This is an optimization exercise on Yosys and OpenROAD, whose aim is small area, a short achievable clock period and few clock cycles, not a production implementation.
The RTL was checked by simulation tests, not by an equivalence proof against the original design.
Power and IR drop assume default switching activity.

## config.mk

```make
export PLATFORM = sky130hd
export DESIGN_NAME = plx_top
export DESIGN_NICKNAME = plx_top
export VERILOG_FILES = /design/flow/design.v
export SDC_FILE = /design/flow/constraint.sdc
export NUM_CORES = 4
export LEC_CHECK = 0
export CAP_MARGIN = 20
export CORE_MARGIN = 2
export CORE_UTILIZATION = 40
export PLACE_DENSITY = 0.6
export SETUP_SLACK_MARGIN = 0.3
export SLEW_MARGIN = 20
```

## constraint.sdc

```tcl
create_clock -name core_clock -period 13.0 [get_ports {clk}]
set_input_delay 2.6000 -clock core_clock [delete_from_list [all_inputs] [get_ports {clk}]]
set_output_delay 2.6000 -clock core_clock [all_outputs]
set_load 0.01 [all_outputs]
```

## design.v

```verilog
module plx_top (
    input             clk,
    input             rst,
    input             host_valid,
    input             host_write,
    input      [4:0]  host_addr,      
    input      [31:0] host_wdata,
    output            host_ready,
    output reg        host_rvalid,
    output reg [31:0] host_rdata,
    output            mem_rreq,
    output     [31:0] mem_raddr,
    input             mem_rgnt,
    input             mem_rvalid,
    input      [7:0]  mem_rdata,
    output            mem_wreq,
    output     [31:0] mem_waddr,
    output     [7:0]  mem_wdata,
    input             mem_wgnt
);
    localparam [1:0] ST_UNCONF = 2'd0, ST_CONF = 2'd1, ST_HALT = 2'd3;
    localparam [1:0] C_IDLE = 2'd0, C_CHECK = 2'd1, C_COPY = 2'd2;
    localparam [2:0] K_STRIDE = 3'd0, K_RINIT = 3'd1, K_RITER = 3'd2, K_ABINIT = 3'd3,
                     K_ABITER = 3'd4, K_CAP = 3'd5, K_DST = 3'd6;
    reg [1:0]  state;
    reg [7:0]  sg_format;
    reg [31:0] sg_width, sg_height;
    reg        sg_crop_en;
    reg [31:0] sg_crop_w, sg_crop_h;
    reg [31:0] spd_addr, spd_stride;
    reg [31:0] dst_addr, dst_cap;
    reg [7:0]  g_format;
    reg [31:0] g_width, g_height;
    reg        g_crop_en;
    reg [31:0] g_crop_w, g_crop_h;
    reg [2:0]  pd_valid;
    reg [31:0] pd_addr0, pd_addr1, pd_addr2;
    reg [31:0] pd_stride0, pd_stride1, pd_stride2;
    reg        badplane;
    reg [1:0]  err_e;             
    reg [1:0]  err_s;
    reg        out_valid;
    reg [31:0] out_addr;
    reg [29:0] ab;                
    reg        cmderr;
    reg        ready_q;
    reg        t_v, t_w;
    reg [4:0]  t_a;
    reg [31:0] t_d;
    assign host_ready = ready_q;
    wire host_fire = host_valid && ready_q;
    wire host_ext = host_fire && host_write && (host_addr == 5'd0) && (host_wdata == 32'd3);
    wire [31:0] eff_w = g_crop_en ? g_crop_w : g_width;
    wire [31:0] eff_h = g_crop_en ? g_crop_h : g_height;
    wire [30:0] half_w = eff_w[31:1];
    wire [30:0] half_h = eff_h[31:1];
    wire fmt_ok  = (g_format == 8'd1) || (g_format == 8'd2);
    wire odd_dim = g_width[0] || g_height[0] || (g_crop_en && (g_crop_w[0] || g_crop_h[0]));
    wire [7:0] opc = t_d[7:0];
    wire [7:0] arg = t_d[15:8];
    wire rsv_zero = (t_d[31:16] == 16'd0);
    wire is_cfg  = rsv_zero && (opc == 8'h01) && (arg == 8'd0);
    wire is_set  = rsv_zero && (opc == 8'h02);
    wire is_ext  = rsv_zero && (opc == 8'h03) && (arg == 8'd0);
    wire is_srst = rsv_zero && (opc == 8'h04) && (arg == 8'd0);
    wire legal   = is_cfg || is_set || is_ext || is_srst;
    wire t_cmd   = t_v && t_w && (t_a == 5'd0);
    wire rejected = !legal || ((state == ST_HALT) && !is_srst);
    wire [31:0] ab4 = {ab, 2'b00};
    wire [31:0] ab5 = ab4 + {2'b00, ab};
    wire [31:0] ab6 = ab4 + {1'b0, ab, 1'b0};
    wire [31:0] status = {8'd0, 2'b00, err_e, 2'b00, err_s, 2'd0, pd_valid, cmderr, badplane,
                          out_valid, 2'b00, err_e, 2'd0, state};
    wire [1:0] sem1 = out_valid ? g_format[1:0] : 2'd0;
    wire [1:0] sem2 = out_valid ? {g_format[0], g_format[1]} : 2'd0;
    reg [31:0] rd_mux;
    always @(*) begin
        case (t_a)
            5'd1:  rd_mux = status;
            5'd2:  rd_mux = {24'd0, sg_format};
            5'd3:  rd_mux = sg_width;
            5'd4:  rd_mux = sg_height;
            5'd5:  rd_mux = {31'd0, sg_crop_en};
            5'd6:  rd_mux = sg_crop_w;
            5'd7:  rd_mux = sg_crop_h;
            5'd8:  rd_mux = spd_addr;
            5'd9:  rd_mux = spd_stride;
            5'd10: rd_mux = dst_addr;
            5'd11: rd_mux = dst_cap;
            5'd12: rd_mux = {24'd0, g_format};
            5'd13: rd_mux = g_width;
            5'd14: rd_mux = g_height;
            5'd15: rd_mux = {31'd0, g_crop_en};
            5'd16: rd_mux = g_crop_w;
            5'd17: rd_mux = g_crop_h;
            5'd18: rd_mux = ab6;
            5'd19: rd_mux = out_addr;
            5'd21: rd_mux = ab4;
            5'd24: rd_mux = ab4;
            5'd25: rd_mux = {2'b00, ab};
            5'd26: rd_mux = {30'd0, sem1};
            5'd28: rd_mux = ab5;
            5'd29: rd_mux = {2'b00, ab};
            5'd30: rd_mux = {30'd0, sem2};
            default: rd_mux = 32'd0;
        endcase
    end
    reg [1:0]  ctl;
    reg [2:0]  step;
    reg [1:0]  pl;                
    reg [32:0] acc;               
    reg [32:0] mc;                
    reg [31:0] mr;                
    reg [31:0] raddr, waddr;
    reg        rreq_q, wreq_q, rdone;
    reg [2:0]  cnt;               
    reg [2:0]  fc;                
    reg [1:0]  fwp, frp;
    reg [7:0]  fifo0, fifo1, fifo2, fifo3;
    wire [31:0] p_w = (pl == 2'd0) ? eff_w : {1'b0, half_w};
    wire [31:0] p_h = (pl == 2'd0) ? eff_h : {1'b0, half_h};
    wire [31:0] p_addr = (pl == 2'd0) ? pd_addr0 : (pl == 2'd1) ? pd_addr1 : pd_addr2;
    wire [31:0] p_stride = (pl == 2'd0) ? pd_stride0 : (pl == 2'd1) ? pd_stride1 : pd_stride2;
    wire [31:0] n_addr = (pl == 2'd0) ? pd_addr1 : pd_addr2;
    wire        mr_zero = (mr == 32'd0);
    wire [32:0] acc_add = acc + mc;
    wire        range_over = acc[32] && (acc[31:0] != 32'd0);
    wire        ab_big = (acc[32:30] != 3'd0) || (!mr_zero && (mc[32:30] != 3'd0));
    wire [32:0] len = {acc[30:0], 2'b00} + {1'b0, acc[30:0], 1'b0};
    wire        cap_bad = len > {1'b0, dst_cap};
    wire [33:0] dst_end = {2'b00, dst_addr} + {1'b0, len};
    wire        dst_bad = dst_end > 34'h1_0000_0000;
    wire last_col = (mc[31:0] == 32'd1);
    wire last_row = (mr == 32'd1);
    wire [31:0] row_next = acc[31:0] + p_stride;
    wire racc = rreq_q && mem_rgnt;
    wire wacc = wreq_q && mem_wgnt;
    wire last_rd = last_col && last_row && (pl == 2'd2);
    wire rdone_n = rdone || (racc && last_rd);
    wire [2:0] cnt_n = cnt + {2'b00, racc} - {2'b00, wacc};
    wire [2:0] fc_n = fc + {2'b00, mem_rvalid} - {2'b00, wacc};
    assign mem_rreq  = rreq_q;
    assign mem_raddr = raddr;
    assign mem_wreq  = wreq_q;
    assign mem_waddr = waddr;
    assign mem_wdata = (frp == 2'd0) ? fifo0 : (frp == 2'd1) ? fifo1 : (frp == 2'd2) ? fifo2 : fifo3;
    task automatic clear_frame;
        begin
            pd_valid <= 3'd0;
            pd_addr0 <= 32'd0; pd_addr1 <= 32'd0; pd_addr2 <= 32'd0;
            pd_stride0 <= 32'd0; pd_stride1 <= 32'd0; pd_stride2 <= 32'd0;
            badplane <= 1'b0;
        end
    endtask
    task automatic clear_results;
        begin
            err_e <= 2'd0; err_s <= 2'd0;
            out_valid <= 1'b0; out_addr <= 32'd0; ab <= 30'd0;
        end
    endtask
    task automatic clear_all;
        begin
            state <= ST_UNCONF;
            sg_format <= 8'd0; sg_width <= 32'd0; sg_height <= 32'd0;
            sg_crop_en <= 1'b0; sg_crop_w <= 32'd0; sg_crop_h <= 32'd0;
            spd_addr <= 32'd0; spd_stride <= 32'd0;
            dst_addr <= 32'd0; dst_cap <= 32'd0;
            g_format <= 8'd0; g_width <= 32'd0; g_height <= 32'd0;
            g_crop_en <= 1'b0; g_crop_w <= 32'd0; g_crop_h <= 32'd0;
            cmderr <= 1'b0;
            clear_frame;
            clear_results;
        end
    endtask
    task automatic fail(input [1:0] e, input [1:0] s);
        begin
            clear_results;
            err_e <= e;
            err_s <= s;
            clear_frame;
            if (e == 2'd2)
                state <= ST_HALT;
            ctl <= C_IDLE;
            ready_q <= 1'b1;
        end
    endtask
    always @(posedge clk) begin
        if (rst) begin
            clear_all;
            ready_q <= 1'b1;
            t_v <= 1'b0;
            host_rvalid <= 1'b0;
            ctl <= C_IDLE;
            rreq_q <= 1'b0;
            wreq_q <= 1'b0;
        end else begin
            t_v <= host_fire;
            t_w <= host_write;
            t_a <= host_addr;
            t_d <= host_wdata;
            host_rvalid <= t_v && !t_w;
            host_rdata <= rd_mux;
            if (ctl == C_IDLE)
                ready_q <= !host_ext && !(t_cmd && is_ext && !rejected);
            if (t_v && t_w) begin
                case (t_a)
                    5'd2:  sg_format  <= t_d[7:0];
                    5'd3:  sg_width   <= t_d;
                    5'd4:  sg_height  <= t_d;
                    5'd5:  sg_crop_en <= t_d[0];
                    5'd6:  sg_crop_w  <= t_d;
                    5'd7:  sg_crop_h  <= t_d;
                    5'd8:  spd_addr   <= t_d;
                    5'd9:  spd_stride <= t_d;
                    5'd10: dst_addr   <= t_d;
                    5'd11: dst_cap    <= t_d;
                    default: ;
                endcase
            end
            if (t_cmd) begin
                if (rejected) begin
                    cmderr <= 1'b1;
                end else begin
                    cmderr <= 1'b0;
                    if (is_srst) begin
                        clear_all;
                    end else if (is_cfg) begin
                        g_format  <= sg_format;
                        g_width   <= sg_width;
                        g_height  <= sg_height;
                        g_crop_en <= sg_crop_en;
                        g_crop_w  <= sg_crop_w;
                        g_crop_h  <= sg_crop_h;
                        clear_frame;
                        clear_results;
                        state <= ST_CONF;
                    end else if (is_set) begin
                        if (arg >= 8'd3) begin
                            badplane <= 1'b1;
                        end else if (arg == 8'd0) begin
                            pd_valid[0] <= 1'b1; pd_addr0 <= spd_addr; pd_stride0 <= spd_stride;
                        end else if (arg == 8'd1) begin
                            pd_valid[1] <= 1'b1; pd_addr1 <= spd_addr; pd_stride1 <= spd_stride;
                        end else begin
                            pd_valid[2] <= 1'b1; pd_addr2 <= spd_addr; pd_stride2 <= spd_stride;
                        end
                    end else begin
                        if (state == ST_UNCONF)
                            fail(2'd1, 2'd3);
                        else if (!fmt_ok)
                            fail(2'd1, 2'd0);
                        else if (badplane)
                            fail(2'd1, 2'd1);
                        else if (odd_dim)
                            fail(2'd1, 2'd2);
                        else if (pd_valid != 3'b111)
                            fail(2'd2, 2'd0);
                        else begin
                            ctl <= C_CHECK;
                            step <= K_STRIDE;
                            pl <= 2'd0;
                        end
                    end
                end
            end
            case (ctl)
            C_CHECK: begin
                case (step)
                K_STRIDE: begin
                    if (p_stride < p_w)
                        fail(2'd2, 2'd1);
                    else if (pl == 2'd2) begin
                        pl <= 2'd0;
                        step <= K_RINIT;
                    end else
                        pl <= pl + 2'd1;
                end
                K_RINIT: begin
                    acc <= {1'b0, p_addr} + {1'b0, p_w};
                    mc <= {1'b0, p_stride};
                    mr <= p_h - 32'd1;
                    if (p_w == 32'd0 || p_h == 32'd0)
                        step <= K_ABINIT;    
                    else
                        step <= K_RITER;
                end
                K_RITER: begin
                    if (range_over || (!mr_zero && mc[32]))
                        fail(2'd2, 2'd2);
                    else if (mr_zero) begin
                        if (pl == 2'd2) begin
                            step <= K_ABINIT;
                        end else begin
                            pl <= pl + 2'd1;
                            step <= K_RINIT;
                        end
                    end else begin
                        if (mr[0])
                            acc <= acc_add;
                        mc <= {mc[32] | mc[31], mc[30:0], 1'b0};
                        mr <= {1'b0, mr[31:1]};
                    end
                end
                K_ABINIT: begin
                    acc <= 33'd0;
                    mc <= {2'b00, half_w};
                    mr <= {1'b0, half_h};
                    step <= K_ABITER;
                end
                K_ABITER: begin
                    if (ab_big)
                        fail(2'd3, 2'd0);
                    else if (mr_zero)
                        step <= K_CAP;
                    else begin
                        if (mr[0])
                            acc <= acc_add;
                        mc <= {mc[32] | mc[31], mc[30:0], 1'b0};
                        mr <= {1'b0, mr[31:1]};
                    end
                end
                K_CAP: begin
                    if (cap_bad)
                        fail(2'd3, 2'd0);
                    else
                        step <= K_DST;
                end
                default: begin  
                    if (dst_bad) begin
                        fail(2'd3, 2'd1);
                    end else begin
                        err_e <= 2'd0; err_s <= 2'd0;
                        out_valid <= 1'b1;
                        out_addr <= dst_addr;
                        ab <= acc[29:0];
                        if (acc[29:0] == 30'd0) begin
                            clear_frame;
                            state <= ST_CONF;
                            ctl <= C_IDLE;
                            ready_q <= 1'b1;
                        end else begin
                            ctl <= C_COPY;
                            pl <= 2'd0;
                            acc <= {1'b0, pd_addr0};
                            raddr <= pd_addr0;
                            mc <= {1'b0, eff_w};
                            mr <= eff_h;
                            waddr <= dst_addr;
                            rreq_q <= 1'b1;
                            wreq_q <= 1'b0;
                            rdone <= 1'b0;
                            cnt <= 3'd0;
                            fc <= 3'd0;
                            fwp <= 2'd0;
                            frp <= 2'd0;
                        end
                    end
                end
                endcase
            end
            C_COPY: begin
                if (racc) begin
                    if (!last_col) begin
                        mc[31:0] <= mc[31:0] - 32'd1;
                        raddr <= raddr + 32'd1;
                    end else if (!last_row) begin
                        mc[31:0] <= p_w;
                        mr <= mr - 32'd1;
                        acc[31:0] <= row_next;
                        raddr <= row_next;
                    end else if (pl != 2'd2) begin
                        pl <= pl + 2'd1;
                        mc[31:0] <= {1'b0, half_w};
                        mr <= {1'b0, half_h};
                        acc[31:0] <= n_addr;
                        raddr <= n_addr;
                    end
                end
                rdone <= rdone_n;
                cnt <= cnt_n;
                rreq_q <= !rdone_n && (cnt_n != 3'd4);
                if (mem_rvalid) begin
                    case (fwp)
                        2'd0: fifo0 <= mem_rdata;
                        2'd1: fifo1 <= mem_rdata;
                        2'd2: fifo2 <= mem_rdata;
                        default: fifo3 <= mem_rdata;
                    endcase
                    fwp <= fwp + 2'd1;
                end
                if (wacc) begin
                    waddr <= waddr + 32'd1;
                    frp <= frp + 2'd1;
                end
                fc <= fc_n;
                wreq_q <= (fc_n != 3'd0);
                if (rdone && cnt == 3'd0) begin
                    clear_frame;
                    state <= ST_CONF;
                    ctl <= C_IDLE;
                    ready_q <= 1'b1;
                    rreq_q <= 1'b0;
                    wreq_q <= 1'b0;
                end
            end
            default: ;
            endcase
        end
    end
endmodule
```

## run.sh

```bash
#!/bin/bash
# synth_recipe.tcl (not shown) runs the flow's synth.tcl, then flattens the netlist and writes it again
# the make line also repeats each setting of config.mk as NAME=value (left out here)
make -C /OpenROAD-flow-scripts/flow DESIGN_CONFIG=/design/flow/config.mk WORK_HOME=/design/flow/orfs CLKGATE_MAP_FILE= SYNTH_SCRIPT=/design/flow/synth_recipe.tcl finish
```

==> metrics.md <==
| Metric | Value |
|---|---|
| Setup TNS | `0 ns` |
| Tmin final | `8.90 ns` |
| Grt ovf | `0` |
| Main flop type after synthesis | `dfxtp_1` |
| Placed cell areas | `65,400 um^2` |
| First drt pass iteration count | `8` |
| Clock network fraction of design power | `48.8%` |
| CTS H-tree depth | `3` |
| Clock-pin slew on the worst setup and hold paths | `0.07 ns` |
| Routed wire per std cell | `31.4 um` |
| Hold Vio Cnt, Final | `0` |
| Seq/Total Area, Yosys | `35.7%` |
| Synthesized area per cell | `8.14 um^2` |
| Layout area overhead | `12.8%` |
| Largest regs | `acc: 33 flops, mc: 33 flops` |
| IO Pins | `160` |
| Library cells used by synthesis | `98` |
| Post-CTS Resized | `0` |
| Final Skew | `0.105 ns` |
| Gr usage total | `36.9%` |
| First-pass GRT wire length | `422 mm` |
| Status | `complete, no violations` |
| Ys async rst share | `0%` |
| Hold crit path type | `reg -> reg` |
| Horiz. Die Dim | `396 um` |
| Routability cong. | `1.07` |
| # DRC | `0` |
| Crit path launch | `acc[0]` |
| Sw Pwr | `1.76 mW` |
| Crit path DAT | `9.28 ns` |
| Syn Nets | `7,896` |
| Top Layer Used | `met5` |
| Num CTS Buffers | `110` |
| Longest Clk Path Bufs | `3` |
| Placed wire-length estimate | `216 mm` |
| Final setup fails | `0` |
| Buffers inserted by post-CTS timing repair | `0` |
| Crit end category | `flip-flop` |
| Clock Sinks | `955` |
| CTS tree | `built` |
| Post-cts hold buffer count | `0` |
| Synth warn | `1` |
| HP Start | `sg_height[27]` |
| Share of cells above drive strength 1 | `9.50%` |
| Worst skew pair latency | `0.82 ns` |
| Max IR drop VDD | `0.000142 V` |
| M1 WL | `119 mm` |
| Filler cell count | `15,000` |
| Leak pwr | `24.7 nW` |
| Sequential share of power | `45.7%` |
| Vias/cell | `6.58` |
| Startpoint Class | `flip-flop` |
| Post-synth top area share | `22.0%` |
| #FFs+latches synth | `955` |
| Pwr dens | `98.6 nW/um^2` |
| Tcrit/Tclk final | `68.4%` |
| Final WL | `302 mm` |
| Worst-Margin Slew | `1.31 ns` |
| Area of the multi-input gates | `36,900 um^2` |
| Total number of vias | `63,300` |
| Row count | `143` |
| Post-route ant nets | `0` |
| Largest net degree at the start of global routing | `135` |
| Root buffer cell | `clkbuf_16` |
| # nets final | `7,831` |
| Initial core utilization | `40.4%` |
| Max cap viols | `0` |
| Combinational power share | `5.5%` |
| Critical Path RT | `13.39 ns` |
| Max Fclk | `112 MHz` |
| Gate Count Post-Synth | `7,551` |
| Finished Cell Area | `69,300 um^2` |
| Number of synthesized flops with an enable pin | `280` |
| Dominant cell type by area after synthesis | `dfxtp_1` |
| Top cells by area, synth | `dfxtp_1, edfxtp_1, nand2_1, a21oi_1, ha_1` |
| Die height | `396 um` |
| Die area | `157,000 um^2` |
| Initial drt markers | `9,531` |
| RSZ-0062 raised after global routing | `false` |
| Int Pwr | `5.08 mW` |
| Max-slew violations | `0` |
| Post-layout total power | `6.83 mW` |
| Crit Reg-Reg Startpoint | `acc[0]` |
| Initial antenna violation count | `15` |
| Metal2 WL | `118 mm` |
| CP Class | `reg -> reg` |
| Vias in the first global route | `57,200` |
| FF/Latch Area | `21,900 um^2` |
| Critical Path Fanout Max | `32` |
| Core footprint | `152,000 um^2` |
| Wire length on met3 | `44.9 mm` |
| Mapped Area | `61,500 um^2` |
| Port-buffer cells | `159` |
| Rel. slew slack | `13.0%` |
| Switching portion of total power | `25.7%` |
[cell usage after synthesis (70+ instances only)]
| library cell | n |
|---|---|
| a211oi_1 | 164 |
| a21o_1 | 104 |
| a21oi_1 | 841 |
| a21oi_2 | 140 |
| a22o_1 | 98 |
| a22oi_1 | 304 |
| clkbuf_1 | 479 |
| dfxtp_1 | 675 |
| edfxtp_1 | 280 |
| ha_1 | 285 |
| inv_1 | 190 |
| mux2_2 | 70 |
| mux2i_1 | 205 |
| nand2_1 | 1235 |
| nand3_1 | 282 |
| nand4_1 | 87 |
| nor2_1 | 432 |
| nor3_1 | 100 |
| o211ai_1 | 79 |
| o21ai_0 | 404 |
| xnor2_1 | 155 |
| xor2_1 | 128 |
[critical path, stage by stage, from the launching register on]
cell	delay [ns]
edfxtp_1	0.64
ha_1	0.25
inv_1	0.06
fa_1	0.40
nor2b_1	0.18
o2111ai_1	0.16
and3_1	0.21
o21ai_0	0.45
nand2_1	0.13
o31ai_1	0.52
a21o_1	0.19
a21o_1	0.13
a21o_1	0.11
a21oi_1	0.07
xnor2_1	0.17
ha_1	0.48
nand2_1	0.08
o21ai_0	0.57
mux2_2	0.41
nor4_1	0.17
o2111ai_1	0.18
nor4b_1	0.31
nand4_1	0.22
or4b_4	0.61
a211oi_4	0.55
a21boi_1	0.40
nor3_2	0.39
buf_4	0.44
[power groups by stage]
stage / Clock [mW] / Combinational (mW) / Sequential, mW
3_3_place_gp: 0 / 0.353 / 3.19
6_report: 3.34 / 0.373 / 3.13
4_1_cts: 3.34 / 0.357 / 3.12
3_5_place_dp: 0 / 0.356 / 3.19
2_1_floorplan: 0 / 0.227 / 3.15
5_1_grt: 3.45 / 0.386 / 3.12
[path summary, 6_finish.rpt]
path | end | slack (ns) | depth (start not counted)
max | raddr[22] | 4.10 | 27
min | g_height[27] | 0.44 | 2
max reg2reg | raddr[22] | 4.10 | 27
min reg2reg | g_height[27] | 0.44 | 2
[layout by cell type (no fill, tap or decap), types with 79 or more instances in the layout]
master	instances
nand3_1	281
nor3_1	87
nand4_1	87
ha_1	284
clkdlybuf4s50_1	158
xnor2_1	155
inv_1	190
clkbuf_16	116
a21oi_1	840
mux2i_1	194
a211oi_1	163
a22oi_1	304
dfxtp_1	674
o21ai_0	404
a22o_1	98
edfxtp_1	280
nor2_1	415
a21oi_2	140
xor2_1	128
buf_4	214
o211ai_1	79
nand2_1	1227
a21o_1	104
[logic make-up (layout without fill, tap and decap cells)]
| group | Yosys count | after routing | synth area share (%) |
|---|---|---|---|
| multiplexers | 277 | 277 | 4.68 |
| flip-flops | 955 | 955 | 35.7 |
| buffers and inverters | 751 | 778 | 4.89 |
| XOR/XNOR | 283 | 283 | 4.03 |
| other | 0 | 6 | 0 |
| AO/OA/AOI/OAI | 2555 | 2555 | 27.2 |
| adder cells (fa/ha/maj) | 294 | 294 | 6.08 |
| AND/OR/NAND/NOR | 2436 | 2436 | 17.4 |
[per-layer routing]
| layer | up-vias | track usage, % |
|---|---|---|
| met5 | - | 0.339 |
| met4 | 12 | 21.1 |
| met3 | 885 | 14.1 |
| met2 | 4391 | 50.6 |
| met1 | 30400 | 48.8 |
| li1 | 27600 | - |
[cell type report]
type | count | area share (%)
Multi-Input combinational cell | 5845 | 53.3
Sequential cell | 955 | 31.6
Timing Repair Buffer | 380 | 4.79
Clock buffer | 152 | 4.63
Tap cell | 2030 | 3.67
Inverter | 194 | 1.05
Clock inverter | 52 | 0.896
Antenna cell | 6 | 0.0217
[metrics by stage]
step                      setup slack (ns)  cells  util [%]  hold WS [ns]
after detailed placement              4.27   9403      42.9         0.460
after global routing                  3.75   9608      45.5         0.484
after global placement                4.30   9402      42.9         0.452
after CTS                             4.22   9607      45.5         0.456
after floorplan                       3.99   7551         -         0.432
final                                 4.10   9614      45.5         0.438
Testbench counts, summed over its fixed seeds: cycles 53,465.

re-timing with driven ports:
The results above use ideal ports. As a check the final layout listed here was re-extracted and re-timed, cells and wires unchanged.
Step 1 assumes that a clkbuf_16 drives the clock port and a buf_2 every other input.
Step 2 moves the port delays by t, midway between the first and last clock arrival at a register: inputs arrive t later, outputs are due t later. That takes back most of the time a late clock gives input paths.
Three values: ideal, step 1, step 2; two values: the first two.
t (ns): 0.852
setup slack, ns: 4.102 / 4.102 / 4.102
pins driven straight from the clock port: 1
After both steps this run still meets setup and hold. For this run, drivers alone change the setup slack by 0.000 ns; drivers and shift together by 0.000 ns.
